Context: an optimization exercise on an open-source flow, tuned for small area, a short achievable clock period and few clock cycles. The choices shown serve that exercise and are no tape-out recipe.
Where RTL was checked, it was by simulation tests only, not by an equivalence proof against the original.
Only the layout flow was run in runs 2 to 4; the RTL was not checked for function there.
Power figures rest on the tool's default switching activity, not on a simulated workload.

===== design.v =====
module lz11_dec (
    input  wire        clk,
    input  wire        rst,         
    input  wire        start,       
    input  wire [23:0] ilen,        
    output wire        idle,
    output wire        done,        
    output wire [3:0]  err,         
    input  wire        in_valid,
    input  wire [7:0]  in_data,
    output wire        in_ready,
    output wire        out_valid,
    output wire [7:0]  out_data,
    input  wire        out_ready,
    output wire        hist_re,
    output wire [11:0] hist_raddr,
    input  wire [7:0]  hist_rdata,
    output wire        hist_we,
    output wire [11:0] hist_waddr,
    output wire [7:0]  hist_wdata
);
    reg s_idle;              
    reg s_h0;                
    reg s_h1, s_h2, s_h3;    
    reg s_h4;                
    reg s_x0, s_x1, s_x2, s_x3;    
    reg s_x4;                
    reg s_main;              
    reg s_b23;               
    reg s_b24;               
    reg s_b34;               
    reg s_last;              
    reg s_chk;               
    reg s_copy;              
    reg s_done;              
    reg [23:0] remain;       
    reg        rz;           
    reg        short;        
    reg [31:0] left;         
    reg [11:0] wp;           
    reg        wrapped;      
    reg [7:0]  flags;        
    reg        fle;          
    reg        fref;         
    reg [16:0] cnt;          
    reg [3:0]  dhi;          
    reg        f3, f4;       
    reg [11:0] rp;           
    reg        d1;           
    reg        bad;          
    reg        lastc;        
    reg [1:0]  ecode;        
    reg        o_lit;        
    reg        o_rdy;        
    reg        o_more;       
    assign idle       = s_idle | s_done;
    assign done       = s_done;
    assign err        = {2'b00, ecode};
    assign in_ready   = o_rdy | (o_lit & out_ready);
    assign out_valid  = s_copy | (o_lit & in_valid);
    assign out_data   = s_copy ? hist_rdata : in_data;
    assign hist_we    = out_valid & out_ready;
    assign hist_waddr = wp;
    assign hist_wdata = out_data;
    assign hist_re    = s_chk | (o_more & out_ready);
    assign hist_raddr = rp;
    wire iv   = in_valid;
    wire lhz  = (left[31:2] == 30'd0);
    wire l1   = lhz & (left[1:0] == 2'd1);
    wire l2   = lhz & (left[1:0] == 2'd2);
    wire take = iv & in_ready;
    wire emit = hist_we;
    wire lit   = !fle & !fref;
    wire tref  = !fle & fref;
    wire fetch = s_x0 | s_x1 | s_x2 | s_x3 | s_main | s_b23 | s_b24 | s_b34 | s_last;
    wire magic = (in_data == 8'h11);
    wire l0    = lhz & (left[1:0] == 2'd0);
    wire lit_x = s_main & !rz & lit & iv & out_ready;      
    wire ref_1 = s_main & !rz & tref & iv;                 
    wire flg_x = s_main & !rz & fle & iv;                  
    wire cp_x  = s_copy & out_ready;                       
    wire [11:0] field = {dhi, in_data};
    wire [12:0] diff  = {1'b0, wp} + {1'b1, ~field};    
    wire to_short = (s_h0 & short) | (fetch & rz);
    wire to_inv   = (s_h0 & !short & iv & !magic) | (s_chk & bad);
    wire n_done   = to_short | to_inv | (s_x4 & l0) |
                    (lit_x & l1) | (cp_x & lastc & l1);
    wire n_idle   = (s_idle & !start) | s_done;
    wire n_h0     = (s_idle & start) | (s_h0 & !short & !iv);
    wire n_h1     = (s_h0 & !short & iv & magic) | (s_h1 & !iv);
    wire n_h2     = (s_h1 & iv) | (s_h2 & !iv);
    wire n_h3     = (s_h2 & iv) | (s_h3 & !iv);
    wire n_h4     = s_h3 & iv;
    wire n_x0     = (s_h4 & (left[23:0] == 24'd0)) | (s_x0 & !rz & !iv);
    wire n_x1     = (s_x0 & !rz & iv) | (s_x1 & !rz & !iv);
    wire n_x2     = (s_x1 & !rz & iv) | (s_x2 & !rz & !iv);
    wire n_x3     = (s_x2 & !rz & iv) | (s_x3 & !rz & !iv);
    wire n_x4     = s_x3 & !rz & iv;
    wire n_main   = (s_h4 & (left[23:0] != 24'd0)) | (s_x4 & !l0) |
                    (s_main & !rz & !(lit_x & l1) & !ref_1) |
                    (cp_x & lastc & !l1);
    wire n_b23    = (ref_1 & (in_data[7:4] == 4'h0)) | (s_b23 & !rz & !iv);
    wire n_b24    = (ref_1 & (in_data[7:4] == 4'h1)) | (s_b24 & !rz & !iv);
    wire n_b34    = (s_b24 & !rz & iv) | (s_b34 & !rz & !iv);
    wire n_last   = (ref_1 & (in_data[7:5] != 3'd0)) | (s_b23 & !rz & iv) |
                    (s_b34 & !rz & iv) | (s_last & !rz & !iv);
    wire n_chk    = s_last & !rz & iv;
    wire n_copy   = (s_chk & !bad) | (s_copy & !(out_ready & lastc));
    wire fl_load  = flg_x | ((s_chk | s_copy) & take);
    wire fl_shift = lit_x | ref_1;
    wire n_fle    = fl_load ? 1'b0 : fl_shift ? (flags[6:0] == 7'd0) : fle;
    wire n_fref   = fl_load ? in_data[7] : fl_shift ? flags[7] : fref;
    wire n_rz     = (s_idle & start) ? (ilen == 24'd0) :
                    take ? (remain == 24'd1) : rz;
    wire n_short  = (s_idle & start) ? (ilen[23:2] == 22'd0) : short;
    wire n_d1     = n_chk ? (field == 12'd0) : d1;
    wire cnt0     = (cnt == 17'd0);
    wire n_lastc  = s_chk ? ((cnt0 & !f3 & !f4) | l1) :
                    cp_x ? ((cnt == 17'd1) & !f3 & !f4) | l2 : lastc;
    always @(posedge clk) begin
        s_idle <= n_idle | rst;
        s_h0   <= n_h0   & !rst;
        s_h1   <= n_h1   & !rst;
        s_h2   <= n_h2   & !rst;
        s_h3   <= n_h3   & !rst;
        s_h4   <= n_h4   & !rst;
        s_x0   <= n_x0   & !rst;
        s_x1   <= n_x1   & !rst;
        s_x2   <= n_x2   & !rst;
        s_x3   <= n_x3   & !rst;
        s_x4   <= n_x4   & !rst;
        s_main <= n_main & !rst;
        s_b23  <= n_b23  & !rst;
        s_b24  <= n_b24  & !rst;
        s_b34  <= n_b34  & !rst;
        s_last <= n_last & !rst;
        s_chk  <= n_chk  & !rst;
        s_copy <= n_copy & !rst;
        s_done <= n_done & !rst;
        o_lit  <= n_main & !rst & !n_rz & !n_fle & !n_fref;
        o_rdy  <= !rst & ((n_h0 & !n_short) | n_h1 | n_h2 | n_h3 |
                  (!n_rz & (n_x0 | n_x1 | n_x2 | n_x3 | n_b23 | n_b24 | n_b34 | n_last |
                            (n_main & (n_fle | n_fref)) | ((n_chk | n_copy) & n_fle))));
        o_more <= n_copy & !n_lastc & !n_d1;
        if (!s_done)
            ecode <= {to_short | to_inv, to_short};
        rz    <= n_rz;
        fle   <= n_fle;
        fref  <= n_fref;
        d1    <= n_d1;
        lastc <= n_lastc;
        if (s_idle & start) begin
            remain  <= ilen;
            short   <= (ilen[23:2] == 22'd0);
            left    <= 32'd0;
            wp      <= 12'd0;
            wrapped <= 1'b0;
            fle     <= 1'b1;
        end else begin
            if (take)
                remain <= remain - 24'd1;
            if (emit) begin
                left    <= left - 32'd1;
                wp      <= wp + 12'd1;
                wrapped <= wrapped | (wp == 12'hfff);
            end
            if (iv) begin
                if (s_h1 | s_x0) left[7:0]   <= in_data;
                if (s_h2 | s_x1) left[15:8]  <= in_data;
                if (s_h3 | s_x2) left[23:16] <= in_data;
                if (s_x3)        left[31:24] <= in_data;
            end
        end
        if (fl_load)
            flags <= {in_data[6:0], 1'b1};
        else if (fl_shift)
            flags <= {flags[6:0], 1'b0};
        if (ref_1) begin
            f3 <= (in_data[7:4] == 4'h0);
            f4 <= (in_data[7:4] == 4'h1);
            if (in_data[7:5] == 3'd0)
                cnt <= {9'd0, in_data[3:0], 4'd0};
            else begin
                cnt <= {13'd0, in_data[7:4]};
                dhi <= in_data[3:0];
            end
        end
        if (s_b23 & iv) begin
            cnt[3:0] <= in_data[7:4];
            dhi      <= in_data[3:0];
        end
        if (s_b24 & iv)
            cnt[11:0] <= {cnt[7:4], in_data};
        if (s_b34 & iv) begin
            cnt[15:0] <= {cnt[11:0], in_data[7:4]};
            dhi       <= in_data[3:0];
        end
        if (s_last & iv) begin
            rp        <= diff[11:0];
            bad       <= !wrapped && diff[12];
        end else if (hist_re)
            rp <= rp + 12'd1;
        if (cp_x) begin
            if (cnt0) begin
                cnt <= {8'd0, f4, 8'h0f};
                f3  <= 1'b0;
                f4  <= 1'b0;
            end else
                cnt <= cnt - 17'd1;
        end
    end
endmodule

===== standard.sh =====
#!/bin/bash
# synth_recipe.tcl (not shown) runs the flow's synth.tcl, then flattens the netlist and writes it again
# the make line also repeats each setting of config.mk as NAME=value (left out here)
make -C /OpenROAD-flow-scripts/flow DESIGN_CONFIG=/design/flow/config.mk WORK_HOME=/design/flow/orfs CLKGATE_MAP_FILE= SYNTH_SCRIPT=/design/flow/synth_recipe.tcl "${@:-finish}"

===== constraint.sdc =====
create_clock -name core_clock -period 5.0 [get_ports {clk}]
set_input_delay 1.0000 -clock core_clock [delete_from_list [all_inputs] [get_ports {clk}]]
set_output_delay 1.0000 -clock core_clock [all_outputs]
set_load 0.01 [all_outputs]

===== flow/run.sh =====
#!/bin/bash
# The standard layout (standard.sh: the standard flow's synthesis and ORFS steps), except
# that the port buffers are inserted as buf_1 cells instead of the default
# buffer the flow picks (clkdlybuf4s50_1); timing repair still resizes them.
set -euo pipefail
export BUFFER_PORTS_ARGS="-buffer_cell sky130_fd_sc_hd__buf_1"
bash standard.sh > standard.log 2>&1

===== config.mk =====
export PLATFORM = sky130hd
export DESIGN_NAME = lz11_dec
export DESIGN_NICKNAME = lz11_dec
export VERILOG_FILES = /design/flow/design.v
export SDC_FILE = /design/flow/constraint.sdc
export NUM_CORES = 4
export LEC_CHECK = 0
export CAP_MARGIN = 20
export CORE_MARGIN = 2
export CORE_UTILIZATION = 70
export PLACE_DENSITY = 0.8
export SETUP_SLACK_MARGIN = 2.5
export SLEW_MARGIN = 20

==> results.toml, run 1 <==
[floorplan]
io_pins = 95
initial_core_util_pct = 72.2
coreArea_um2 = 11500
dieArea_um2 = 12700
die_y_um = 113
rows = 39
fp.dieW_um = 113

[power_and_ir_drop]
p_leak_nw = 3.71
pwr_density_cell_nw_per_um2 = 277
ir_worst_vdd_mv = 0.283

[critical_path]
path_delay_family = "compound AO/OA/AOI/OAI gates"
crit_fanout = 4
crit_arrival_ns = 2.93
endpoint_kind = "register"
crit_chain = "buf_6 -> buf_6 -> clkinvlp_4 -> fa_2 -> a21o_1 -> a21oi_2 -> o21a_1 -> o21bai_2 -> a2111oi_2 -> nor3b_1"
cp.required_ns = 5.17
path_common_cell = "buf_6"
slowest_stage = "fa_2"
cpPeakStageDelay_ns = 0.44
cp-start-kind = "primary input"
critPathKind = "primary input to register"
worst-path-buf-inv = 3

[logic_synthesis]
synth_flop_cell = "dfxtp_1"
ys_seq_area_share_pct = 42.7
syn_area_um2 = 8280
yosysWarnings = 1
synthArstFlopShare_pct = 0
synth_cells = 952
synth-seq-cells = 143
synth_edf_count = 67
yosys-top-cells-area = "edfxtp_1, dfxtp_1, o21ai_0, xnor2_1, nand2_1"
synth_top_area_cell = "edfxtp_1"
synth_cell_types = 69
synth_top_area_share_pct = 24.3
synth_area_per_cell_um2 = 8.70

[global_routing]
grt_antenna_before_repair = 0
grt_max_degree = 60
grt_pass1_wl_um = 37500
gr-total-overflow = 0
grt_pass1_vias = 7550
grt_use_total_pct = 36.9

[timing]
rsz0062_at_grt = "true"
setup_slack_ns = 2.24
finalHoldViolCount = 0
period_share_pct = 55.3
slew_headroom_pct = 26.6
tns_ns = 0
setup_violations = 0
finalCriticalPeriod_ns = 2.76
fmax_mhz = 362
fin_worst_skew_ns = 0.00811
tightest_slew_ns = 1.09
hold_slack_ns = 0.505
maxSlewViolCount = 0

[placement]
placed_cell_area_um2 = 8700
io_buffers = 92
place_hpwl_um = 15100
place_ws_ns = 1.41
place_congestion = 0.960

[route]
routed-via-count = 7955
drcViolationCount = 0
postRouteAntennaNets = 0
drt-total-wl_um = 24600
drt-initial-drc-count = 1010
routedWlPerCell_um = 20.5
drtPass1Iterations = 6
viasPerCell = 6.64

[clocking]
cts_buffer_depth = 2
cts.sinks = 143
cts_max_level = 4
cts_root_buf = "clkbuf_16"
numCtsBuffers = 17
clock_latency_ns = 0.43
cts_tree = "yes"
cts_hold_buf = 0
clk_pin_slew_ns = 0.06

[cells_and_area]
nets = 1110
antenna_cells = 0
area_growth_pct = 20.8
design_area_um2 = 10000
n_fill_cell = 593
mostFrequentLayoutCell = "nand2_1"
mostFrequentLayoutCells = "nand2_1, nor2_1, o21ai_0, dfxtp_1, edfxtp_1"
final_layout_size_suffix_gt1_share_pct = 14.9

[worst_hold_path]
holdCritPathClass = "register to register"

[status]
status = "timing/DRC/antenna clean"

[run]
maxCapViolCount = 0
-- final timing paths --
check	cells after the start	slack [ns]	end	start
max	10	2.24	rp[8]	in_data[1]
min	2	0.51	wrapped	wrapped
max reg2reg	5	2.49	cnt[3]	cnt[10]
min reg2reg	2	0.51	wrapped	wrapped
-- cell usage after synthesis, types with 3 or more instances --
| library cell | n |
|---|---|
| o21bai_1 | 3 |
| nor4_1 | 22 |
| or2_2 | 4 |
| o21ai_1 | 3 |
| a22oi_1 | 3 |
| nand4b_1 | 3 |
| a22o_1 | 5 |
| inv_1 | 33 |
| xor2_1 | 39 |
| a31oi_1 | 5 |
| ha_1 | 22 |
| nor3_1 | 34 |
| o22ai_1 | 3 |
| xnor2_1 | 49 |
| dfxtp_1 | 76 |
| nand2_1 | 114 |
| nand4_1 | 11 |
| nand2b_1 | 6 |
| o31ai_1 | 3 |
| a211oi_1 | 25 |
| clkbuf_1 | 40 |
| o21ai_0 | 88 |
| nor3b_1 | 5 |
| o211ai_1 | 3 |
| mux2i_1 | 6 |
| nor2_1 | 102 |
| and2_1 | 8 |
| nor2b_1 | 9 |
| and3_1 | 6 |
| a21oi_1 | 39 |
| or4_1 | 8 |
| buf_4 | 10 |
| or3_1 | 16 |
| nand3b_1 | 7 |
| edfxtp_1 | 67 |
| o21a_1 | 3 |
| a21o_1 | 8 |
| nand3_1 | 24 |
| a221oi_1 | 3 |
-- routing by layer --
layer | global-route usage (%) | routed length [µm] | share of wire, % | vias up
met5 | 0 | 0 | 0 | -
met4 | 17.6 | 1080 | 4.4 | 0
met3 | 7.77 | 2140 | 8.7 | 93
met2 | 60.8 | 12000 | 49 | 532
met1 | 46.8 | 9350 | 38 | 3736
li1 | - | - | - | 3594
-- registers in the layout, summed over array words and instances, names as in the netlist, 2 cells and up --
name	flops
remain	24
dhi	4
flags	8
left	32
rp	12
ecode	2
cnt	17
wp	12
-- power breakdown --
part / total (mW) / internal [mW] / leakage [nW] / switching, mW
clock network: 1.26 / 0.766 / 0.283 / 0.499
registers: 1.28 / 1.26 / 1.25 / 0.0239
logic: 0.224 / 0.0901 / 2.17 / 0.134
-- repair_timing --
item,4_1_cts,5_1_grt
endpoints found under the hold margin,0,0
gates cloned,1,0
pin swaps,13,14
resized for setup,81,46
setup buffers,20,6
endpoints found under the setup margin,65,46
-- metrics by stage --
step / instances / util, % / total power [mW]
6_report: 1198 / 87.2 / 2.77
5_1_grt: 1198 / 87.2 / 2.82
4_1_cts: 1192 / 84.9 / 2.74
3_5_place_dp: 1139 / 75.8 / 1.48
3_3_place_gp: 1139 / 75.8 / 1.47
2_1_floorplan: 953 / - / 1.42
-- area by class of cell --
| class | instances | area (µm²) | share of cell area (%) |
|---|---|---|---|
| multi-input cells | 724 | 4710 | 47.1 |
| flip-flops and latches | 143 | 3540 | 35.4 |
| repair buffers | 122 | 846 | 8.46 |
| clock buffers | 23 | 510 | 5.10 |
| well taps | 143 | 179 | 1.79 |
| inverters | 34 | 139 | 1.39 |
| clock inverters | 9 | 75.1 | 0.751 |
-- kinds of logic after synthesis --
group | count (synthesis) | synth area share, %
AOI/OAI and AO/OA | 215 | 16.1
xor gates and xnor gates | 88 | 9.31
adders and majority gates | 23 | 3.57
buffers and inverters | 86 | 4.37
DFF | 143 | 42.7
muxes | 7 | 0.861
other | 1 | 0.0453
and+or+nand+nor | 389 | 23.1
-- worst register-to-register path: stages (launching register included) --
cell and delay [ns]:
edfxtp_1 0.44, or4_1 0.67, nor3_1 0.39, nor2b_2 0.38
o21ai_0 0.17, o21ai_0 0.23
Testbench counts, summed over its fixed seeds: cycles 274,869.
==> run 2: changes to the inputs <==
--- a/design.v
+++ b/design.v
@@ -33,2 +33,3 @@
     reg s_chk;               
+    reg s_rd;                
     reg s_copy;              
@@ -64,3 +65,3 @@
     assign hist_wdata = out_data;
-    assign hist_re    = s_chk | (o_more & out_ready);
+    assign hist_re    = s_rd | (o_more & out_ready);
     assign hist_raddr = rp;
@@ -81,6 +82,6 @@
     wire cp_x  = s_copy & out_ready;                       
-    wire [11:0] field = {dhi, in_data};
+    wire [11:0] field = {dhi, rp[7:0]};
     wire [12:0] diff  = {1'b0, wp} + {1'b1, ~field};    
     wire to_short = (s_h0 & short) | (fetch & rz);
-    wire to_inv   = (s_h0 & !short & iv & !magic) | (s_chk & bad);
+    wire to_inv   = (s_h0 & !short & iv & !magic) | (s_rd & bad);
     wire n_done   = to_short | to_inv | (s_x4 & l0) |
@@ -107,4 +108,5 @@
     wire n_chk    = s_last & !rz & iv;
-    wire n_copy   = (s_chk & !bad) | (s_copy & !(out_ready & lastc));
-    wire fl_load  = flg_x | ((s_chk | s_copy) & take);
+    wire n_rd     = s_chk;
+    wire n_copy   = (s_rd & !bad) | (s_copy & !(out_ready & lastc));
+    wire fl_load  = flg_x | ((s_chk | s_rd | s_copy) & take);
     wire fl_shift = lit_x | ref_1;
@@ -115,5 +117,5 @@
     wire n_short  = (s_idle & start) ? (ilen[23:2] == 22'd0) : short;
-    wire n_d1     = n_chk ? (field == 12'd0) : d1;
+    wire n_d1     = n_chk ? ({dhi, in_data} == 12'd0) : d1;
     wire cnt0     = (cnt == 17'd0);
-    wire n_lastc  = s_chk ? ((cnt0 & !f3 & !f4) | l1) :
+    wire n_lastc  = s_rd ? ((cnt0 & !f3 & !f4) | l1) :
                     cp_x ? ((cnt == 17'd1) & !f3 & !f4) | l2 : lastc;
@@ -137,2 +139,3 @@
         s_chk  <= n_chk  & !rst;
+        s_rd   <= n_rd   & !rst;
         s_copy <= n_copy & !rst;
@@ -142,3 +145,3 @@
                   (!n_rz & (n_x0 | n_x1 | n_x2 | n_x3 | n_b23 | n_b24 | n_b34 | n_last |
-                            (n_main & (n_fle | n_fref)) | ((n_chk | n_copy) & n_fle))));
+                            (n_main & (n_fle | n_fref)) | ((n_chk | n_rd | n_copy) & n_fle))));
         o_more <= n_copy & !n_lastc & !n_d1;
@@ -197,5 +200,7 @@
         end
-        if (s_last & iv) begin
-            rp        <= diff[11:0];
-            bad       <= !wrapped && diff[12];
+        if (s_last & iv)
+            rp[7:0] <= in_data;
+        else if (s_chk) begin
+            rp  <= diff[11:0];
+            bad <= !wrapped && diff[12];
         end else if (hist_re)
--- a/config.mk
+++ b/config.mk
@@ -9,4 +9,4 @@
 export CORE_MARGIN = 2
-export CORE_UTILIZATION = 70
-export PLACE_DENSITY = 0.8
+export CORE_UTILIZATION = 60
+export PLACE_DENSITY = 0.7
 export SETUP_SLACK_MARGIN = 2.5
==> run 2 against run 1 <==
  * Still clean on timing, DRC and antenna
  * Clock power is 13% higher
  * Count of clock-buffer cells in the layout down 2
  * Final cell count increased by 4.0%
  * Via count fell by 4.3%
  * Highest routed layer unchanged
==> results.toml, run 2 <==
[cells_and_area]
n_fill_cell = 1084
nets = 1121
mostFrequentLayoutCells = "nor2_1, nand2_1, o21ai_0, dfxtp_1, edfxtp_1"
area_growth_pct = 20.3
top_regs = "left: 32 flops, remain: 24 flops, cnt: 17 flops"
antenna_cells = 0
final_layout_size_suffix_gt1_share_pct = 14.4
largest_register_ffs = 32
mostFrequentLayoutCell = "nor2_1"
max_flop_register = "left"

[route]
drcViolationCount = 0
drt-initial-drc-count = 717
viasPerCell = 6.11
routedWlPerCell_um = 18.2
postRouteAntennaNets = 0
drt-total-wl_um = 22700
drtPass1Iterations = 5
routed-via-count = 7615

[logic_synthesis]
synth_edf_count = 67
synth.most_common_cell = "nor2_1"
synth_flop_cell = "dfxtp_1"
ys_seq_area_share_pct = 42.3
synth_cells = 964
synth_top_area_share_pct = 23.9
synthArstFlopShare_pct = 0
synth-seq-cells = 144
yosysWarnings = 1
synth_area_per_cell_um2 = 8.72
synth_commonest_cells = "nor2_1, nand2_1, o21ai_0"
syn_area_um2 = 8400
synth_cell_types = 72
yosys-top-cells-area = "edfxtp_1, dfxtp_1, xnor2_1, o21ai_0, nor2_1"
synth_top_area_cell = "edfxtp_1"

[timing]
fin_worst_skew_ns = 0.00841
period_share_pct = 53.2
tns_ns = 0
finalCriticalPeriod_ns = 2.66
finalHoldViolCount = 0
fmax_mhz = 376
maxSlewViolCount = 0
hold_slack_ns = 0.470
tightest_slew_ns = 1.12
slew_headroom_pct = 24.7
rsz0062_at_grt = "true"
setup_violations = 0

[placement]
io_buffers = 92
place_hpwl_um = 15200
place_congestion = 0.940

[global_routing]
grt_use_total_pct = 30.6
grt_pass1_vias = 6860
grt_pass1_wl_um = 35500
gr-total-overflow = 0
grt_max_degree = 71
grt_antenna_before_repair = 0

[floorplan]
fp.dieW_um = 122
die_y_um = 122
dieArea_um2 = 15000
rows = 43
coreArea_um2 = 13800
initial_core_util_pct = 61.0
io_pins = 95

[run]
maxCapViolCount = 0

[power_and_ir_drop]
power_mw = 3.07
pwr_density_cell_nw_per_um2 = 304
ir_worst_vdd_mv = 0.291
p_leak_nw = 3.80

[critical_path]
critPathKind = "primary input to primary output"
cp.required_ns = 4.00
path_delay_family = "buffers and inverters"
crit_fanout = 3
slowest_stage = "a21o_4"
crit_chain = "buf_8 -> buf_12 -> a21o_4 -> nand2_4 -> inv_8 -> buf_6"
r2r_setup_slack_ns = 2.53
cp-start-kind = "primary input"
endpoint_kind = "primary output"
crit_arrival_ns = 1.66
worst-path-buf-inv = 4
cpPeakStageDelay_ns = 0.21

[status]
status = "timing/DRC/antenna clean"

[clocking]
cts_root_buf = "clkbuf_16"
cts_buffer_depth = 2
clk_pin_slew_ns = 0.06
cts_max_level = 4
cts.sinks = 144
numCtsBuffers = 17
cts_hold_buf = 0
clock_latency_ns = 0.43
cts_tree = "yes"

[worst_hold_path]
holdCritPathClass = "register to register"
-- run 2: cell types whose count changed after synthesis, sizes merged, moves of 4 or more --
cell	previous run	this run
xnor2	49	54
inv	34	41
a21oi	39	46
nor3	34	39
a31oi	5	11
nand3	24	30
nor2	102	98
nand3b	7	3
nand2	114	96
nor4	24	31
a211oi	26	19
xor2	39	31
nand2b	6	2
-- run 2: cell type report --
| cell class | count | area (µm²) | area share [%] |
|---|---|---|---|
| sequential | 144 | 3560 | 35.2 |
| timing repair buffer | 125 | 835 | 8.26 |
| clock inverter | 11 | 174 | 1.72 |
| multi-input combinational | 723 | 4650 | 46.0 |
| tap | 180 | 225 | 2.23 |
| inverter | 42 | 173 | 1.71 |
| clock buffer | 21 | 492 | 4.86 |
-- run 2: where the power goes --
group	total, mW	switching (mW)	internal (mW)
registers	1.34	0.0512	1.29
logic	0.308	0.178	0.130
clock network	1.42	0.513	0.908
-- run 2: metrics by stage --
| step | util [%] | instances | worst slack (ns) | instance area [µm²] |
|---|---|---|---|---|
| final | 73.4 | 1246 | 2.34 | 10100 |
| after global routing | 73.4 | 1246 | 2.33 | 10100 |
| after CTS | 71.8 | 1236 | 2.33 | 9890 |
| after detailed placement | 64.1 | 1186 | 1.85 | 8820 |
| after global placement | 64.1 | 1186 | 1.88 | 8820 |
| after floorplan | - | 965 | 2.37 | 8590 |
-- run 2: worst paths after layout --
kind	startpoint	end	cells past startpoint
max	in_valid	hist_we	6
min	f3	f3	2
min reg2reg	f3	f3	2
max reg2reg	rp[0]	rp[10]	10
-- run 2: cells by family (layout without fill, tap and decap cells) --
logic type                 after synthesis  in the layout  share of synthesized area [%]
and+or+nand+nor                        377            377                           22.5
muxes                                   11             11                           1.35
AOI/OAI and AO/OA                      225            225                           16.5
xor gates and xnor gates                85             85                           8.86
DFF                                    144            144                           42.3
other                                    1              2                         0.0446
buffers and inverters                   98            199                           4.94
adders and majority gates               23             23                           3.51
-- run 2: layer usage --
metal / share of wire [%] / vias up / wire (µm) / track usage [%]
li1: - / 3665 / - / -
met1: 44 / 3616 / 10100 / 42.9
met2: 47 / 296 / 10600 / 48.8
met3: 6.9 / 38 / 1570 / 5.58
met4: 1.8 / 0 / 402 / 8.41
met5: 0 / - / 0 / 0
-- run 2: worst min-delay path: stages, from the launching register on --
cell and delay (ns):
dfxtp_1 0.31, nand2_1 0.05, a22oi_1 0.06
-- run 2: repair_timing --
item / in CTS / in global routing
cloned: 1 / 0
setup endpoints to repair: 74 / 70
resized for setup: 77 / 39
setup buffers: 17 / 10
pin swaps: 9 / 16
==> run 3: changes to the inputs <==
--- a/config.mk
+++ b/config.mk
@@ -11,3 +11,3 @@
 export PLACE_DENSITY = 0.7
-export SETUP_SLACK_MARGIN = 2.5
+export SETUP_SLACK_MARGIN = 2.7
 export SLEW_MARGIN = 20
==> run 3 against run 2 <==
  * Still clean
  * Routed wire length grew 11%
  * Sequential share of layout area shrank 1.9 points
  * Count of clock-buffer cells in the layout grew 2
  * Combinational power grew 16%
  * Synthesized cell count is the same
  * Sequential power is essentially flat
  * Critical path depth is the same
  * Clock skew grew 0.0030 ns
  * Non-clock buffer count grew 28
  * Die area is the same
  * Largest power group is now sequential cells
==> results.toml, run 3 <==
[cells_and_area]
nets = 1149
top_regs = "left: 32 flops, remain: 24 flops, cnt: 17 flops"
n_fill_cell = 961
antenna_cells = 0
mostFrequentLayoutCell = "nor2_1"
max_flop_register = "left"
largest_register_ffs = 32
area_growth_pct = 27.3
final_layout_size_suffix_gt1_share_pct = 20.5
mostFrequentLayoutCells = "nor2_1, nand2_1, o21ai_0, dfxtp_1, edfxtp_1"
design_area_um2 = 10700

[critical_path]
crit_fanout = 3
slowest_stage = "a21o_4"
cpPeakStageDelay_ns = 0.21
r2r_setup_slack_ns = 2.54
critPathKind = "primary input to primary output"
endpoint_kind = "primary output"
cp.required_ns = 4.00
cp-start-kind = "primary input"
crit_chain = "buf_8 -> buf_12 -> a21o_4 -> nand2_4 -> inv_8 -> buf_6"
crit_arrival_ns = 1.67

[global_routing]
grt_antenna_before_repair = 0
grt_pass1_wl_um = 38500
grt_use_total_pct = 33.3
gr-total-overflow = 0
grt_pass1_vias = 7512
grt_max_degree = 72

[timing]
setup_slack_ns = 2.33
slew_headroom_pct = 25.4
maxSlewViolCount = 0
period_share_pct = 53.3
finalCriticalPeriod_ns = 2.67
tightest_slew_ns = 1.11
rsz0062_at_grt = "true"
setup_violations = 0
finalHoldViolCount = 0
fmax_mhz = 375
fin_worst_skew_ns = 0.0114
tns_ns = 0

[floorplan]
dieArea_um2 = 15000
coreArea_um2 = 13800
die_y_um = 122
initial_core_util_pct = 61.0
rows = 43
io_pins = 95
fp.dieW_um = 122

[power_and_ir_drop]
pwr_density_cell_nw_per_um2 = 281
p_leak_nw = 4.02
ir_worst_vdd_mv = 0.225
power_mw = 3.01

[status]
status = "timing/DRC/antenna clean"

[logic_synthesis]
synth_cell_types = 72
synth_top_family_by_area = "simple AND/OR/NAND/NOR gates"
synthArstFlopShare_pct = 0
yosys-top-cells-area = "edfxtp_1, dfxtp_1, xnor2_1, o21ai_0, nor2_1"
synth_xor_area_share_pct = 8.86
synth_mux_area_share_pct = 1.35
synth_top_area_share_pct = 23.9
syn_area_um2 = 8400
synth_commonest_cells = "nor2_1, nand2_1, o21ai_0"
synth_edf_count = 67
synth-seq-cells = 144
yosysWarnings = 1
synth.most_common_cell = "nor2_1"
synthAdderAreaFrac_pct = 3.51
synth_area_per_cell_um2 = 8.72
synth_top_area_cell = "edfxtp_1"
ys_seq_area_share_pct = 42.3
synth_flop_cell = "dfxtp_1"
synth-simple-area-share_pct = 22.5
synth_cells = 964
synth_compound_area_share_pct = 16.5

[clocking]
cts.sinks = 144
cts_root_buf = "clkbuf_16"
numCtsBuffers = 17
clock_latency_ns = 0.44
clk_pin_slew_ns = 0.06
cts_tree = "yes"
cts_buffer_depth = 2
cts_max_level = 4

[route]
drcViolationCount = 0
drt-initial-drc-count = 1055
routed-via-count = 8010
postRouteAntennaNets = 0
viasPerCell = 6.29
routedWlPerCell_um = 19.7
drt-total-wl_um = 25100
drtPass1Iterations = 6

[placement]
io_buffers = 92
place_hpwl_um = 15900
placed_cell_area_um2 = 8980
place_congestion = 0.893
place_ws_ns = 1.61

[worst_hold_path]
holdCritPathClass = "register to register"

[run]
maxCapViolCount = 0
## run 3: layout make-up
type / count / area (µm²) / share of cell area, %
well taps: 180 / 225 / 2.11
clock inverters: 9 / 58.8 / 0.550
clock buffers: 23 / 553 / 5.17
multi-input cells: 723 / 4960 / 46.4
inverters: 42 / 213 / 1.99
flip-flops and latches: 144 / 3560 / 33.3
repair buffers: 153 / 1120 / 10.5
## run 3: routing by layer
metal,routed length [µm],up-vias,track usage (%)
met1,9970,3822,42.6
met2,12000,411,53.2
li1,-,3711,-
met4,756,0,15.4
met3,2310,66,8.04
met5,0,-,0
## run 3: worst max-delay path: cells and delay by family
kind | cells | cell delay, ns
AO/OA/AOI/OAI | 1 | 0.21
buffers and inverters | 4 | 0.37
AND/OR/NAND/NOR | 1 | 0.09
## run 3: path summary, 6_finish.rpt
kind | from | to | cells past startpoint
worst max-delay path | in_valid | hist_we | 6
worst min register to register | flags[0] | flags[0] | 2
worst min-delay path | flags[0] | flags[0] | 2
worst max register to register | rp[0] | rp[8] | 10
## run 3: metrics by stage
stage,util [%],hold WS [ns],std cells
6_report,77.7,0.492,1274
5_1_grt,77.7,0.527,1274
4_1_cts,74.4,0.490,1257
3_5_place_dp,65.2,0.476,1189
3_3_place_gp,65.2,0.454,1189
2_1_floorplan,-,0.438,965
## run 3: power breakdown
group,switching (mW),total (mW),internal [mW]
registers,0.0536,1.35,1.29
logic,0.203,0.358,0.155
clock network,0.521,1.30,0.781
total,0.778,3.01,2.23
## run 3: kinds of logic (layout without fill, tap and decap cells)
kind of cell	count (synthesis)	in the layout
multiplexers	11	11
AND/OR/NAND/NOR	377	377
flip-flops	144	144
AO/OA/AOI/OAI	225	225
other	1	2
XOR/XNOR	85	85
buffers and inverters	98	227
adder cells (fa/ha/maj)	23	23
## run 3: repair_timing
item,4_1_cts,5_1_grt
pin swaps,18,33
endpoints found under the setup margin,151,115
hold buffers,0,0
cloned,1,0
setup buffers,35,17
hold endpoints to repair,0,0
gates resized for setup,100,67
==> run 4: changes to the inputs <==
==> run.sh (new file) <==
#!/bin/bash
# synth_recipe.tcl (not shown) runs the flow's synth.tcl, then flattens the netlist and writes it again
# the make line also repeats each setting of config.mk as NAME=value (left out here)
make -C /OpenROAD-flow-scripts/flow DESIGN_CONFIG=/design/flow/config.mk WORK_HOME=/design/flow/orfs CLKGATE_MAP_FILE= SYNTH_SCRIPT=/design/flow/synth_recipe.tcl finish
--- a/config.mk
+++ b/config.mk
@@ -11,3 +11,3 @@
 export PLACE_DENSITY = 0.7
-export SETUP_SLACK_MARGIN = 2.7
+export SETUP_SLACK_MARGIN = 2.5
 export SLEW_MARGIN = 20
removed: flow/run.sh
removed: standard.sh
==> run 4 against run 3 <==
  * Highest routed layer unchanged
  * Utilization fell by 0.54 points
  * Count of clock-buffer cells in the layout fell by 4
  * Non-clock buffer count fell by 25
  * Global-route usage fell by 0.69 points
  * Register-to-register slack got worse by 0.10 ns
  * Clock power fell by 4%
==> results.toml, run 4 <==
[placement]
io_buffers = 92
place_hpwl_um = 16200
place_congestion = 0.968

[floorplan]
fp.dieW_um = 122
initial_core_util_pct = 61.0
coreArea_um2 = 13800
rows = 43
io_pins = 95
dieArea_um2 = 15000
die_y_um = 122

[route]
viasPerCell = 6.28
drt-initial-drc-count = 892
drt-total-wl_um = 24200
routedWlPerCell_um = 19.4
drtPass1Iterations = 6
postRouteAntennaNets = 0
routed-via-count = 7846
drcViolationCount = 0

[global_routing]
grt-busiest-layer = "met2"
use_met1_pct = 42.7
grt_use_total_pct = 32.6
grt_max_degree = 71
grtUsageMet2_pct = 53.0
grt_pass1_wl_um = 38200
gr-total-overflow = 0
grt_pass1_vias = 7546
grt_antenna_before_repair = 0
met3_usage_pct = 6.32

[worst_hold_path]
holdCritPathClass = "register to register"
min_to = "f3"
holdPathStages = 2
worstHoldStart = "f3"

[critical_path]
slowest_stage = "a21o_4"
cp-start-kind = "primary input"
reg2reg_from = "rp[0]"
cpPeakStageDelay_ns = 0.23
endpoint_kind = "primary output"
path_delay_family = "buffers and inverters"
crit_fanout = 3
crit_arrival_ns = 1.59
critPathKind = "primary input to primary output"
worst-path-buf-inv = 3
r2r_setup_slack_ns = 2.44
r2r_cells = 9
path_common_cell = "buf_6"
cp.required_ns = 4.00
r2r-end = "rp[10]"
crit_chain = "buf_6 -> a21o_4 -> buf_4 -> buf_6"

[clocking]
cts_root_buf = "clkbuf_16"
clock_latency_ns = 0.42
cts_buffer_depth = 2
cts.sinks = 144
numCtsBuffers = 17
cts_max_level = 4
clk_pin_slew_ns = 0.06
cts_tree = "yes"

[power_and_ir_drop]
p_sw_share_pct = 25.6
combPwrFrac_pct = 11.5
intPower_mw = 2.18
clkPwrFrac_pct = 42.6
ir_worst_vdd_mv = 0.262
p_switching_uw = 752
p_leak_nw = 4.06
seqPwrFrac_pct = 45.9
pwr_density_cell_nw_per_um2 = 276

[timing]
hold_slack_ns = 0.480
slew_headroom_pct = 40.7
rsz0062_at_grt = "true"
maxSlewViolCount = 0
finalHoldViolCount = 0
tns_ns = 0
tightest_slew_ns = 0.884
period_share_pct = 51.8
fin_worst_skew_ns = 0.00856
finalCriticalPeriod_ns = 2.59
fmax_mhz = 386
setup_violations = 0

[cells_and_area]
largest_register_ffs = 32
area_growth_pct = 26.4
antenna_cells = 0
top_regs = "left: 32 flops, remain: 24 flops, cnt: 17 flops"
max_flop_register = "left"
final_layout_size_suffix_gt1_share_pct = 17.7
mostFrequentLayoutCells = "nor2_1, nand2_1, o21ai_0, dfxtp_1, edfxtp_1"
mostFrequentLayoutCell = "nor2_1"
nets = 1124

[logic_synthesis]
ys_seq_area_share_pct = 42.3
synth_commonest_cells = "nor2_1, nand2_1, o21ai_0"
synth-seq-cells = 144
synth_top_area_cell = "edfxtp_1"
synth_area_per_cell_um2 = 8.72
synth_edf_count = 67
synth_cell_types = 72
syn_area_um2 = 8400
synth.most_common_cell = "nor2_1"
yosys-top-cells-area = "edfxtp_1, dfxtp_1, xnor2_1, o21ai_0, nor2_1"
synth_flop_cell = "dfxtp_1"
synth_cells = 964
synth_top_area_share_pct = 23.9
synthArstFlopShare_pct = 0
yosysWarnings = 1

[status]
status = "timing/DRC/antenna clean"

[run]
maxCapViolCount = 0
==> run 4: cell count changes in the layout (fill, tap and decap cells not counted), sizes merged, moves of 2 or more <==
cell | previous run | this run
buf | 152 | 68
clkdlybuf4s50 | 0 | 47
clkdlybuf4s15 | 0 | 6
dlymetal6s2s | 0 | 6
clkbuf | 23 | 19
inv | 47 | 45
clkinv | 3 | 7
==> run 4: cell type report <==
cell class | count | area [µm²]
multi-input cells | 723 | 4830
flip-flops and latches | 144 | 3570
fillers | 995 | 3150
repair buffers | 128 | 1240
clock buffers | 19 | 475
well taps | 180 | 225
inverters | 42 | 178
clock inverters | 13 | 105
==> run 4: power by group through the flow <==
stage | Combinational (mW) | Clock (mW) | Sequential [mW]
after CTS | 0.309 | 1.26 | 1.34
after global placement | 0.287 | 0 | 1.36
final | 0.337 | 1.25 | 1.35
after global routing | 0.361 | 1.31 | 1.35
after detailed placement | 0.295 | 0 | 1.36
after floorplan | 0.197 | 0 | 1.35
==> run 4: cell families after synthesis <==
kind of cell,Yosys count,share of synthesized area [%]
compound gates,225,16.5
flops,144,42.3
simple gates,377,22.5
xor+xnor,85,8.86
buf+inv,98,4.94
mux,11,1.35
fa+ha+maj,23,3.51
other cells,1,0.0446
==> run 4: layer usage <==
layer	routed length (µm)	vias to the layer above	part of all wire [%]
met5	0	-	0
met4	734	0	3.0
met3	1700	66	7.0
met2	11600	357	48
met1	10200	3760	42
li1	-	3663	-
==> run 4: worst max path at each step <==
stage / start / to / slack [ns] / cells after the start
after floorplan: in_valid / hist_we / 2.37 / 5
after detailed placement: in_valid / o_rdy / 1.15 / 8
after CTS: rp[0] / rp[8] / 2.40 / 9
final: in_valid / out_valid / 2.41 / 4
after global placement: in_valid / o_rdy / 1.31 / 8
after global routing: rp[0] / rp[10] / 2.38 / 9
==> run 4: stage by stage <==
stage	util (%)	std cells	area (µm²)	setup WS (ns)	power, mW
floorplan	-	965	8590	2.37	1.55
global placement	68.4	1188	9420	1.31	1.65
detailed placement	68.4	1188	9420	1.15	1.66
CTS	74.1	1234	10200	2.40	2.91
global route	77.1	1249	10600	2.38	3.02
finish	77.1	1249	10600	2.41	2.93
==> run 4: tightest hold or removal path, cell delays in order (launching register included) <==
cell	delay, ns
dfxtp_1	0.31
nand2_1	0.06
a22oi_1	0.06
==> run 4: what timing repair did <==
action,in CTS,in global routing
setup endpoints to repair,157,60
buffers inserted,14,15
gates resized for setup,214,62
gates cloned,0,0
pin swaps,13,24
hold buffers,0,0
==> run 5: changes to the inputs <==
--- a/design.v
+++ b/design.v
@@ -33,3 +33,2 @@
     reg s_chk;               
-    reg s_rd;                
     reg s_copy;              
@@ -38,3 +37,2 @@
     reg        rz;           
-    reg        short;        
     reg [31:0] left;         
@@ -45,4 +43,3 @@
     reg        fref;         
-    reg [16:0] cnt;          
-    reg [3:0]  dhi;          
+    reg [15:0] cnt;          
     reg        f3, f4;       
@@ -55,3 +52,2 @@
     reg        o_rdy;        
-    reg        o_more;       
     assign idle       = s_idle | s_done;
@@ -65,3 +61,3 @@
     assign hist_wdata = out_data;
-    assign hist_re    = s_rd | (o_more & out_ready);
+    assign hist_re    = s_chk | (s_copy & !lastc & !d1 & out_ready);
     assign hist_raddr = rp;
@@ -82,6 +78,7 @@
     wire cp_x  = s_copy & out_ready;                       
-    wire [11:0] field = {dhi, rp[7:0]};
+    wire [11:0] field = {rp[11:8], in_data};    
     wire [12:0] diff  = {1'b0, wp} + {1'b1, ~field};    
-    wire to_short = (s_h0 & short) | (fetch & rz);
-    wire to_inv   = (s_h0 & !short & iv & !magic) | (s_rd & bad);
+    wire ilen_s   = (ilen[23:2] == 22'd0);
+    wire to_short = (s_idle & start & ilen_s) | (fetch & rz);
+    wire to_inv   = (s_h0 & iv & !magic) | (s_chk & bad);
     wire n_done   = to_short | to_inv | (s_x4 & l0) |
@@ -89,4 +86,4 @@
     wire n_idle   = (s_idle & !start) | s_done;
-    wire n_h0     = (s_idle & start) | (s_h0 & !short & !iv);
-    wire n_h1     = (s_h0 & !short & iv & magic) | (s_h1 & !iv);
+    wire n_h0     = (s_idle & start & !ilen_s) | (s_h0 & !iv);
+    wire n_h1     = (s_h0 & iv & magic) | (s_h1 & !iv);
     wire n_h2     = (s_h1 & iv) | (s_h2 & !iv);
@@ -108,5 +105,4 @@
     wire n_chk    = s_last & !rz & iv;
-    wire n_rd     = s_chk;
-    wire n_copy   = (s_rd & !bad) | (s_copy & !(out_ready & lastc));
-    wire fl_load  = flg_x | ((s_chk | s_rd | s_copy) & take);
+    wire n_copy   = (s_chk & !bad) | (s_copy & !(out_ready & lastc));
+    wire fl_load  = flg_x | ((s_chk | s_copy) & take);
     wire fl_shift = lit_x | ref_1;
@@ -116,7 +112,6 @@
                     take ? (remain == 24'd1) : rz;
-    wire n_short  = (s_idle & start) ? (ilen[23:2] == 22'd0) : short;
-    wire n_d1     = n_chk ? ({dhi, in_data} == 12'd0) : d1;
-    wire cnt0     = (cnt == 17'd0);
-    wire n_lastc  = s_rd ? ((cnt0 & !f3 & !f4) | l1) :
-                    cp_x ? ((cnt == 17'd1) & !f3 & !f4) | l2 : lastc;
+    wire n_d1     = n_chk ? (field == 12'd0) : d1;
+    wire cnt0     = (cnt == 16'd0);
+    wire n_lastc  = s_chk ? ((cnt0 & !f3 & !f4) | l1) :
+                    cp_x ? ((cnt == 16'd1) & !f3 & !f4) | l2 : lastc;
     always @(posedge clk) begin
@@ -139,3 +134,2 @@
         s_chk  <= n_chk  & !rst;
-        s_rd   <= n_rd   & !rst;
         s_copy <= n_copy & !rst;
@@ -143,6 +137,5 @@
         o_lit  <= n_main & !rst & !n_rz & !n_fle & !n_fref;
-        o_rdy  <= !rst & ((n_h0 & !n_short) | n_h1 | n_h2 | n_h3 |
+        o_rdy  <= !rst & (n_h0 | n_h1 | n_h2 | n_h3 |
                   (!n_rz & (n_x0 | n_x1 | n_x2 | n_x3 | n_b23 | n_b24 | n_b34 | n_last |
-                            (n_main & (n_fle | n_fref)) | ((n_chk | n_rd | n_copy) & n_fle))));
-        o_more <= n_copy & !n_lastc & !n_d1;
+                            (n_main & (n_fle | n_fref)) | ((n_chk | n_copy) & n_fle))));
         if (!s_done)
@@ -156,3 +149,2 @@
             remain  <= ilen;
-            short   <= (ilen[23:2] == 22'd0);
             left    <= 32'd0;
@@ -184,6 +176,6 @@
             if (in_data[7:5] == 3'd0)
-                cnt <= {9'd0, in_data[3:0], 4'd0};
+                cnt <= {8'd0, in_data[3:0], 4'd0};
             else begin
-                cnt <= {13'd0, in_data[7:4]};
-                dhi <= in_data[3:0];
+                cnt <= {12'd0, in_data[7:4]};
+                rp[11:8] <= in_data[3:0];
             end
@@ -192,3 +184,3 @@
             cnt[3:0] <= in_data[7:4];
-            dhi      <= in_data[3:0];
+            rp[11:8]      <= in_data[3:0];
         end
@@ -198,9 +190,7 @@
             cnt[15:0] <= {cnt[11:0], in_data[7:4]};
-            dhi       <= in_data[3:0];
-        end
-        if (s_last & iv)
-            rp[7:0] <= in_data;
-        else if (s_chk) begin
-            rp  <= diff[11:0];
-            bad <= !wrapped && diff[12];
+            rp[11:8]       <= in_data[3:0];
+        end
+        if (s_last & iv) begin
+            rp        <= diff[11:0];
+            bad       <= !wrapped && diff[12];
         end else if (hist_re)
@@ -209,3 +199,3 @@
             if (cnt0) begin
-                cnt <= {8'd0, f4, 8'h0f};
+                cnt <= {7'd0, f4, 8'h0f};
                 f3  <= 1'b0;
@@ -213,3 +203,3 @@
             end else
-                cnt <= cnt - 17'd1;
+                cnt <= cnt - 16'd1;
         end
==> flow/run.sh (new file) <==
#!/bin/bash
# The standard layout (standard.sh: the standard flow's synthesis and ORFS steps), except
# that the port buffers are inserted as buf_1 cells instead of the default
# buffer the flow picks (clkdlybuf4s50_1); timing repair still resizes them.
set -euo pipefail
export BUFFER_PORTS_ARGS="-buffer_cell sky130_fd_sc_hd__buf_1"
bash standard.sh > standard.log 2>&1
==> standard.sh (new file) <==
#!/bin/bash
# synth_recipe.tcl (not shown) runs the flow's synth.tcl, then flattens the netlist and writes it again
# the make line also repeats each setting of config.mk as NAME=value (left out here)
make -C /OpenROAD-flow-scripts/flow DESIGN_CONFIG=/design/flow/config.mk WORK_HOME=/design/flow/orfs CLKGATE_MAP_FILE= SYNTH_SCRIPT=/design/flow/synth_recipe.tcl "${@:-finish}"
--- a/config.mk
+++ b/config.mk
@@ -10,2 +10,4 @@
 export CORE_UTILIZATION = 60
+export CTS_BUF_LIST = sky130_fd_sc_hd__clkbuf_8
+export CTS_CLUSTER_SIZE = 50
 export PLACE_DENSITY = 0.7
removed: run.sh
==> run 5 against run 4 <==
  * Still clean on timing, DRC and antenna
  * Worst hold slack got worse by 0.0011 ns
  * Area after synthesis fell by 4.3%
  * Utilization fell by 3.3 points
  * Count of clock-buffer cells in the layout fell by 2
  * Register-to-register slack improved by 0.14 ns
  * Final cell count fell by 1.0%
  * Critical path type unchanged
  * Largest power group unchanged
  * Highest routed layer unchanged
==> results.toml, run 5 <==
[critical_path]
path_depth = 6
slowest_stage = "a21o_1"
endpoint_kind = "primary output"
crit_chain = "buf_12 -> buf_12 -> a21o_1 -> nand2_2 -> inv_4 -> buf_6"
path_common_cell = "buf_12"
r2r_cells = 6
crit_fanout = 3
critPathKind = "primary input to primary output"
worst-path-buf-inv = 4
cp-start-kind = "primary input"
cpPeakStageDelay_ns = 0.17
cp.required_ns = 4.00
crit_arrival_ns = 1.67
path_delay_family = "buffers and inverters"

[logic_synthesis]
syn_area_um2 = 8040
synth.most_common_cell = "nand2_1"
synth_cell_types = 69
synthArstFlopShare_pct = 0
yosys-top-cells-area = "edfxtp_1, dfxtp_1, xnor2_1, o21ai_0, nand2_1"
ys_seq_area_share_pct = 41.8
synth-seq-cells = 136
synth_top_area_share_pct = 23.9
synth_top_area_cell = "edfxtp_1"
synth_cells = 942
synth_area_per_cell_um2 = 8.54
synth_commonest_cells = "nand2_1, o21ai_0, nor2_1"
synth_edf_count = 64
synth_flop_cell = "dfxtp_1"
yosysWarnings = 1

[floorplan]
coreArea_um2 = 13200
io_pins = 95
initial_core_util_pct = 61.0
die_y_um = 120
dieArea_um2 = 14300
fp.dieW_um = 120
rows = 42

[timing]
tightest_slew_ns = 0.995
slew_headroom_pct = 33.2
tns_ns = 0
rsz0062_at_grt = "true"
finalHoldViolCount = 0
setup_violations = 0
fin_worst_skew_ns = 0.0124
maxSlewViolCount = 0
fmax_mhz = 374
finalCriticalPeriod_ns = 2.67
period_share_pct = 53.4
setup_slack_ns = 2.33

[clocking]
cts_max_level = 4
cts_tree = "yes"
clk_pin_slew_ns = 0.08
clock_latency_ns = 0.47
cts.sinks = 136
cts_buffer_depth = 2
cts_root_buf = "clkbuf_8"
numCtsBuffers = 17
cts_hold_buf = 0

[cells_and_area]
final_layout_size_suffix_gt1_share_pct = 16.0
design_area_um2 = 9740
mostFrequentLayoutCell = "nand2_1"
nets = 1115
largest_register_ffs = 32
area_growth_pct = 21.1
mostFrequentLayoutCells = "nand2_1, nor2_1, o21ai_0, dfxtp_1"
fin_cells = 1236
top_regs = "left: 32 flops, remain: 24 flops, cnt: 16 flops"
max_flop_register = "left"
antenna_cells = 0

[placement]
place_hpwl_um = 15400
io_buffers = 92
place_congestion = 0.957
place_ws_ns = 1.66
dp_cells = 1167
placed_cell_area_um2 = 8570

[global_routing]
grt_max_degree = 67
gr-total-overflow = 0
grt_pass1_wl_um = 36000
grt_pass1_vias = 7078
grt_antenna_before_repair = 0
grt_use_total_pct = 31.9

[power_and_ir_drop]
p_leak_nw = 3.59
clkPwrFrac_pct = 43.0
p_switching_uw = 611
p_sw_share_pct = 24.1
pwr_density_cell_nw_per_um2 = 260
seqPwrFrac_pct = 48.2
combPwrFrac_pct = 8.8
power_mw = 2.54
ir_worst_vdd_mv = 0.181
intPower_mw = 1.92

[route]
drcViolationCount = 0
drt-total-wl_um = 23000
postRouteAntennaNets = 0
routed-via-count = 7723
viasPerCell = 6.25
drtPass1Iterations = 6
routedWlPerCell_um = 18.6
drt-initial-drc-count = 704

[status]
status = "timing/DRC/antenna clean"

[worst_hold_path]
holdPathStages = 2
holdCritPathClass = "register to register"

[run]
maxCapViolCount = 0
[run 5: final cells by class]
| cell class | instances | area, µm² |
|---|---|---|
| clock inverter | 15 | 233 |
| clock buffer | 17 | 234 |
| inverter | 34 | 173 |
| tap | 176 | 220 |
| fill | 1006 | 3450 |
| multi-input combinational | 722 | 4630 |
| sequential | 136 | 3370 |
| timing repair buffer | 136 | 887 |
[run 5: through the flow]
step | util, % | hold WS (ns)
after floorplan | - | 0.431
after detailed placement | 64.9 | 0.460
after CTS | 72.2 | 0.470
final | 73.8 | 0.479
after global placement | 64.9 | 0.449
after global routing | 73.8 | 0.495
[run 5: power by group through the flow]
stage,sequential (mW),clock (mW),combinational (mW)
final,1.22,1.09,0.223
after global routing,1.22,1.14,0.243
after CTS,1.22,1.10,0.214
after detailed placement,1.25,0,0.182
after global placement,1.24,0,0.176
after floorplan,1.24,0,0.130
[run 5: worst paths after layout]
path / from / to / slack (ns)
setup reg to reg: left[26] / o_rdy / 2.58
setup / recovery: in_valid / hist_we / 2.33
hold / removal: s_h3 / s_h4 / 0.48
hold reg to reg: s_h3 / s_h4 / 0.48
[run 5: cells by family after synthesis]
logic type	synth area share, %
multiplexers	0.747
adder cells (fa/ha/maj)	3.67
flip-flops	41.8
buffers and inverters	4.46
XOR/XNOR	8.82
AND/OR/NAND/NOR	23.6
AO/OA/AOI/OAI	16.9
other	0.0466
[run 5: repair_timing]
action | CTS | global route
endpoints found under the setup margin | 81 | 50
endpoints found under the hold margin | 0 | 0
setup buffers | 26 | 10
pin swaps | 15 | 12
resized for setup | 91 | 28
[run 5: worst register-to-register path, cell delays in order (launching register included)]
cell	delay, ns
dfxtp_1	0.32
or4_4	0.56
or3_4	0.40
nor4_4	0.40
a31oi_2	0.22
a221oi_4	0.28
o211ai_2	0.12
[run 5: metal layers]
layer	GRT usage, %	vias to the layer above	share of wire, %
met5	0	-	0
met4	12.8	0	3.1
met3	7.94	74	8.2
met2	51.4	406	47
met1	41.5	3645	41
li1	-	3598	-
Testbench counts of run 5, summed over its fixed seeds: cycles 274,869.
==> run 6: changes to the inputs <==
--- a/config.mk
+++ b/config.mk
@@ -11,3 +11,3 @@
 export CTS_BUF_LIST = sky130_fd_sc_hd__clkbuf_8
-export CTS_CLUSTER_SIZE = 50
+export CTS_CLUSTER_SIZE = 30
 export PLACE_DENSITY = 0.7
==> run 6 against run 5 <==
  * Cell area is the same
  * Non-clock buffer count is the same
  * Combinational power is essentially flat
  * Fmax is the same
  * Clock power is essentially flat
  * First-iteration DRC count is the same
  * Count of clock-buffer cells in the layout is the same
  * Sequential power is essentially flat
  * Critical endpoint unchanged
==> results.toml, run 6 <==
[clocking]
cts.sinks = 136
cts_buffer_depth = 2
numCtsBuffers = 17
clk_pin_slew_ns = 0.08
cts_tree = "yes"
cts_hold_buf = 0
clock_latency_ns = 0.47
cts_root_buf = "clkbuf_8"
cts_max_level = 4

[logic_synthesis]
synth_top_area_cell = "edfxtp_1"
ys_seq_area_share_pct = 41.8
synth_compound_area_share_pct = 16.9
synth_xor_area_share_pct = 8.82
synth_edf_count = 64
synth-seq-cells = 136
yosysWarnings = 1
synth_cell_types = 69
synth.most_common_cell = "nand2_1"
syn_area_um2 = 8040
synth_top_area_share_pct = 23.9
synth_area_per_cell_um2 = 8.54
synth_mux_area_share_pct = 0.747
synth_top_family_by_area = "simple AND/OR/NAND/NOR gates"
synth_cells = 942
yosys-top-cells-area = "edfxtp_1, dfxtp_1, xnor2_1, o21ai_0, nand2_1"
synth_commonest_cells = "nand2_1, o21ai_0, nor2_1"
synthArstFlopShare_pct = 0
synthAdderAreaFrac_pct = 3.67
synth_flop_cell = "dfxtp_1"
synth-simple-area-share_pct = 23.6

[global_routing]
grt_pass1_wl_um = 36000
grt_antenna_before_repair = 0
grt_max_degree = 67
grt_pass1_vias = 7078
grt_use_total_pct = 31.9
gr-total-overflow = 0

[critical_path]
r2r_setup_slack_ns = 2.58
cp-endpoint = "hist_we"
cpPeakStageDelay_ns = 0.17
reg2reg_from = "left[26]"
critPathKind = "primary input to primary output"
r2r_cells = 6
r2r-end = "o_rdy"
crit_arrival_ns = 1.67
crit_chain = "buf_12 -> buf_12 -> a21o_1 -> nand2_2 -> inv_4 -> buf_6"
cp.required_ns = 4.00
path_common_cell = "buf_12"
endpoint_kind = "primary output"
crit_fanout = 3
slowest_stage = "a21o_1"
cp-start-kind = "primary input"
critPathLaunch = "in_valid"

[power_and_ir_drop]
p_leak_nw = 3.59
power_mw = 2.54
pwr_density_cell_nw_per_um2 = 260
ir_worst_vdd_mv = 0.181

[floorplan]
coreArea_um2 = 13200
io_pins = 95
fp.dieW_um = 120
die_y_um = 120
dieArea_um2 = 14300
initial_core_util_pct = 61.0
rows = 42

[timing]
fmax_mhz = 374
maxSlewViolCount = 0
setup_violations = 0
finalCriticalPeriod_ns = 2.67
tightest_slew_ns = 0.995
fin_worst_skew_ns = 0.0124
slew_headroom_pct = 33.2
rsz0062_at_grt = "true"
period_share_pct = 53.4
finalHoldViolCount = 0
tns_ns = 0

[placement]
io_buffers = 92
place_hpwl_um = 15400
place_congestion = 0.957

[route]
viasPerCell = 6.25
routedWlPerCell_um = 18.6
routed-via-count = 7723
drcViolationCount = 0
drt-initial-drc-count = 704
drtPass1Iterations = 6
drt-total-wl_um = 23000
postRouteAntennaNets = 0

[cells_and_area]
mostFrequentLayoutCell = "nand2_1"
max_flop_register = "left"
mostFrequentLayoutCells = "nand2_1, nor2_1, o21ai_0, dfxtp_1"
nets = 1115
final_util_pct = 73.8
final_layout_size_suffix_gt1_share_pct = 16.0
top_regs = "left: 32 flops, remain: 24 flops, cnt: 16 flops"
antenna_cells = 0
n_fill_cell = 1006
largest_register_ffs = 32
area_growth_pct = 21.1

[worst_hold_path]
holdCritPathClass = "register to register"

[run]
maxCapViolCount = 0

[status]
status = "timing/DRC/antenna clean"
## run 6: cells by family after synthesis
family	count (synthesis)
compound gates	224
xor+xnor	81
fa+ha+maj	23
buf+inv	85
flops	136
mux	6
other cells	1
simple gates	386
## run 6: critical path: cells and delay by family
| family | cells | cell delay, ns |
|---|---|---|
| AOI/OAI and AO/OA | 1 | 0.17 |
| buffers and inverters | 4 | 0.38 |
| and+or+nand+nor | 1 | 0.11 |
## run 6: worst min-delay path by stage
stage	start	end	slack, ns	cells past startpoint
2_1_floorplan	flags[0]	flags[0]	0.43	2
6_report	s_h3	s_h4	0.48	2
4_1_cts	flags[0]	flags[0]	0.47	2
3_3_place_gp	flags[0]	flags[0]	0.45	2
5_1_grt	s_h3	s_h4	0.50	2
3_5_place_dp	flags[0]	flags[0]	0.46	2
## run 6: metrics by stage
stage	setup WS (ns)	hold WS [ns]	cells	cell area, µm²
finish	2.33	0.479	1236	9740
global route	2.32	0.495	1236	9740
CTS	2.32	0.470	1225	9520
detailed placement	1.66	0.460	1167	8570
global placement	1.74	0.449	1167	8570
floorplan	2.10	0.431	943	8260
## run 6: what timing repair did
item	CTS	global route
resized for setup	91	28
pin swaps	15	12
setup endpoints to repair	81	50
setup buffers	26	10
## run 6: where the power goes
part           switching, mW  internal, mW  total, mW
clock network          0.453         0.637       1.09
logic                  0.132        0.0915      0.223
registers             0.0252          1.20       1.22
total                  0.611          1.92       2.54
## run 6: area by class of cell
class                   count  area (µm²)  share of cell area, %
clock buffers              17         234                   2.40
clock inverters            15         233                   2.39
multi-input cells         722        4630                   47.5
repair buffers            136         887                   9.11
inverters                  34         173                   1.77
flip-flops and latches    136        3370                   34.6
well taps                 176         220                   2.26
## run 6: routing by layer
| layer | wire length [µm] | track usage, % | vias to the layer above |
|---|---|---|---|
| li1 | - | - | 3598 |
| met1 | 9510 | 41.5 | 3645 |
| met2 | 10900 | 51.4 | 406 |
| met3 | 1890 | 7.94 | 74 |
| met4 | 710 | 12.8 | 0 |
| met5 | 0 | 0 | - |
==> run 7: changes to the inputs <==
--- a/config.mk
+++ b/config.mk
@@ -13,3 +13,3 @@
 export PLACE_DENSITY = 0.7
-export SETUP_SLACK_MARGIN = 2.5
+export SETUP_SLACK_MARGIN = 2.6
 export SLEW_MARGIN = 20
==> run 7 against run 6 <==
  * Clock power decreased by 7%
  * Utilization increased by 1.9 points
  * Count of clock-buffer cells in the layout increased by 5
  * Register-to-register slack about the same
  * Synthesized cell count unchanged
==> results.toml, run 7 <==
[logic_synthesis]
synth_cells = 942
ys_seq_area_share_pct = 41.8
synth_top_area_share_pct = 23.9
synthArstFlopShare_pct = 0
synth_commonest_cells = "nand2_1, o21ai_0, nor2_1"
synth_flop_cell = "dfxtp_1"
syn_area_um2 = 8040
synth_cell_types = 69
synth_area_per_cell_um2 = 8.54
yosysWarnings = 1
synth_edf_count = 64
synth.most_common_cell = "nand2_1"
synth-seq-cells = 136
yosys-top-cells-area = "edfxtp_1, dfxtp_1, xnor2_1, o21ai_0, nand2_1"
synth_top_area_cell = "edfxtp_1"

[run]
maxCapViolCount = 0

[worst_hold_path]
worstHoldStart = "flags[0]"
holdCritPathClass = "register to register"
holdPathStages = 2
min_to = "flags[0]"

[cells_and_area]
top_regs = "left: 32 flops, remain: 24 flops, cnt: 16 flops"
design_area_um2 = 9990
area_growth_pct = 24.2
antenna_cells = 0
seq_area_um2 = 3370
nets = 1129
final_layout_size_suffix_gt1_share_pct = 18.8
mostFrequentLayoutCell = "nand2_1"
largest_register_ffs = 32
mostFrequentLayoutCells = "nand2_1, nor2_1, o21ai_0, dfxtp_1, buf_1"
max_flop_register = "left"
fin_cells = 1250
multi_input_area_um2 = 4730
n_fill_cell = 957

[floorplan]
io_pins = 95
dieArea_um2 = 14300
initial_core_util_pct = 61.0
fp.dieW_um = 120
rows = 42
die_y_um = 120
coreArea_um2 = 13200

[global_routing]
grt_max_degree = 67
grt_pass1_wl_um = 36900
gr-total-overflow = 0
grt_use_total_pct = 32.4
grt_pass1_vias = 7173
grt_antenna_before_repair = 0

[route]
viasPerCell = 6.22
routed-via-count = 7771
drtPass1Iterations = 7
routedWlPerCell_um = 18.8
drcViolationCount = 0
drt-initial-drc-count = 712
drt-total-wl_um = 23500
postRouteAntennaNets = 0

[timing]
finalHoldViolCount = 0
setup_violations = 0
tns_ns = 0
tightest_slew_ns = 1.06
slew_headroom_pct = 28.7
rsz0062_at_grt = "true"
fin_worst_skew_ns = 0.00918
maxSlewViolCount = 0
finalCriticalPeriod_ns = 2.68
fmax_mhz = 373
period_share_pct = 53.7

[power_and_ir_drop]
clkPwrFrac_pct = 40.8
combPwrFrac_pct = 9.7
seqPwrFrac_pct = 49.5
p_switching_uw = 609
pwr_density_cell_nw_per_um2 = 247
p_leak_nw = 3.67
intPower_mw = 1.86
p_sw_share_pct = 24.7
ir_worst_vdd_mv = 0.177

[placement]
place_hpwl_um = 15400
dp_cells = 1170
place_congestion = 0.973
io_buffers = 92
placed_cell_area_um2 = 8660

[critical_path]
reg2reg_from = "left[25]"
r2r_cells = 6
crit_fanout = 4
r2r_setup_slack_ns = 2.59
critPathKind = "primary input to primary output"
r2r-end = "o_rdy"
endpoint_kind = "primary output"
cp-start-kind = "primary input"
crit_arrival_ns = 1.68
cp.required_ns = 4.00

[clocking]
cts_tree = "yes"
cts_max_level = 4
clk_pin_slew_ns = 0.07
cts_hold_buf = 0
cts_root_buf = "clkbuf_8"
cts.sinks = 136
numCtsBuffers = 17
clock_latency_ns = 0.46
cts_buffer_depth = 2

[status]
status = "timing/DRC/antenna clean"
run 7: power groups by stage:
stage               Combinational [mW]  Sequential, mW  Clock [mW]
floorplan                        0.139            1.24           0
global placement                 0.180            1.24           0
detailed placement               0.186            1.25           0
CTS                              0.220            1.22        1.01
global route                     0.260            1.23        1.06
finish                           0.240            1.22        1.01
run 7: cell type report:
| cell class | count | share of cell area (%) |
|---|---|---|
| clock buffer | 22 | 3.03 |
| clock inverter | 10 | 1.37 |
| inverter | 34 | 1.83 |
| multi-input combinational | 722 | 47.4 |
| sequential | 136 | 33.7 |
| tap | 176 | 2.20 |
| timing repair buffer | 150 | 10.5 |
run 7: worst max-delay path by stage:
stage / cells past startpoint / start / to / slack (ns)
after global routing: 5 / in_data[6] / out_data[6] / 2.29
final: 5 / in_data[6] / out_data[6] / 2.32
after CTS: 5 / in_data[6] / hist_wdata[6] / 2.30
after global placement: 10 / in_data[0] / rp[10] / 1.50
after detailed placement: 10 / in_data[0] / rp[10] / 1.40
after floorplan: 10 / in_data[0] / rp[10] / 2.10
run 7: layer usage:
layer	vias to the layer above	GRT usage [%]	share of wire, %
met4	0	11.6	3.3
li1	3631	-	-
met5	-	0	0
met1	3688	42.4	41
met3	80	5.51	7.3
met2	372	54.1	48
run 7: what timing repair did:
item | 4_1_cts | 5_1_grt
endpoints found under the setup margin | 82 | 58
gates resized for setup | 83 | 44
pin swaps | 12 | 31
buffers inserted | 32 | 15
gates cloned | 0 | 0
run 7: cell families after synthesis:
family / share of synthesized area (%)
xor+xnor: 8.82
simple gates: 23.6
mux: 0.747
fa+ha+maj: 3.67
flops: 41.8
buf+inv: 4.46
other cells: 0.0466
compound gates: 16.9
run 7: worst max-delay path: stages:
cell,delay [ns]
buf_1,0.08
buf_6,0.13
clkinvlp_4,0.14
o21ai_4,0.20
buf_6,0.13
run 7: per-stage QoR:
step,power [mW],hold WS (ns),setup slack (ns),utilization (%)
global placement,1.42,0.452,1.50,65.7
CTS,2.45,0.463,2.30,73.1
floorplan,1.38,0.431,2.10,-
detailed placement,1.43,0.452,1.40,65.7
global route,2.55,0.510,2.29,75.7
finish,2.47,0.483,2.32,75.7

## what the ideal ports hide
The results above use ideal ports. As a check the final layouts listed here were re-extracted and re-timed, cells and wires unchanged. Step 1, drivers: a clkbuf_16 drives clk and a buf_2 each remaining input, both assumed. Step 2 also shifts input and output timing later by t, the mid clock arrival at the registers, as if the neighbouring blocks saw the same clock. Three values: no drivers, after step 1, after step 2; two values: the first two.
run	t (ns)	setup slack, ns	hold WS [ns]	pins driven straight from the clock port
run 1	0.470	2.236 / 2.241 / 1.771	0.505 / 0.505 / 0.505	1
run 2	0.470	2.342 / 2.282 / 1.955	0.470 / 0.470 / 0.470	1
run 3	0.477	2.333 / 2.268 / 2.110	0.492 / 0.492 / 0.492	1
run 4	0.462	2.412 / 2.355 / 2.032	0.480 / 0.480 / 0.480	1
run 5	0.504	2.329 / 2.281 / 1.951	0.479 / 0.479 / 0.479	1
run 6	0.504	2.329 / 2.281 / 1.951	0.479 / 0.479 / 0.479	1
run 7	0.496	2.316 / 2.294 / 1.874	0.483 / 0.483 / 0.483	1
After both steps every run listed still meets setup and hold. For run 1, which loses most, drivers alone change the setup slack by +0.005 ns; drivers and shift together by -0.465 ns.
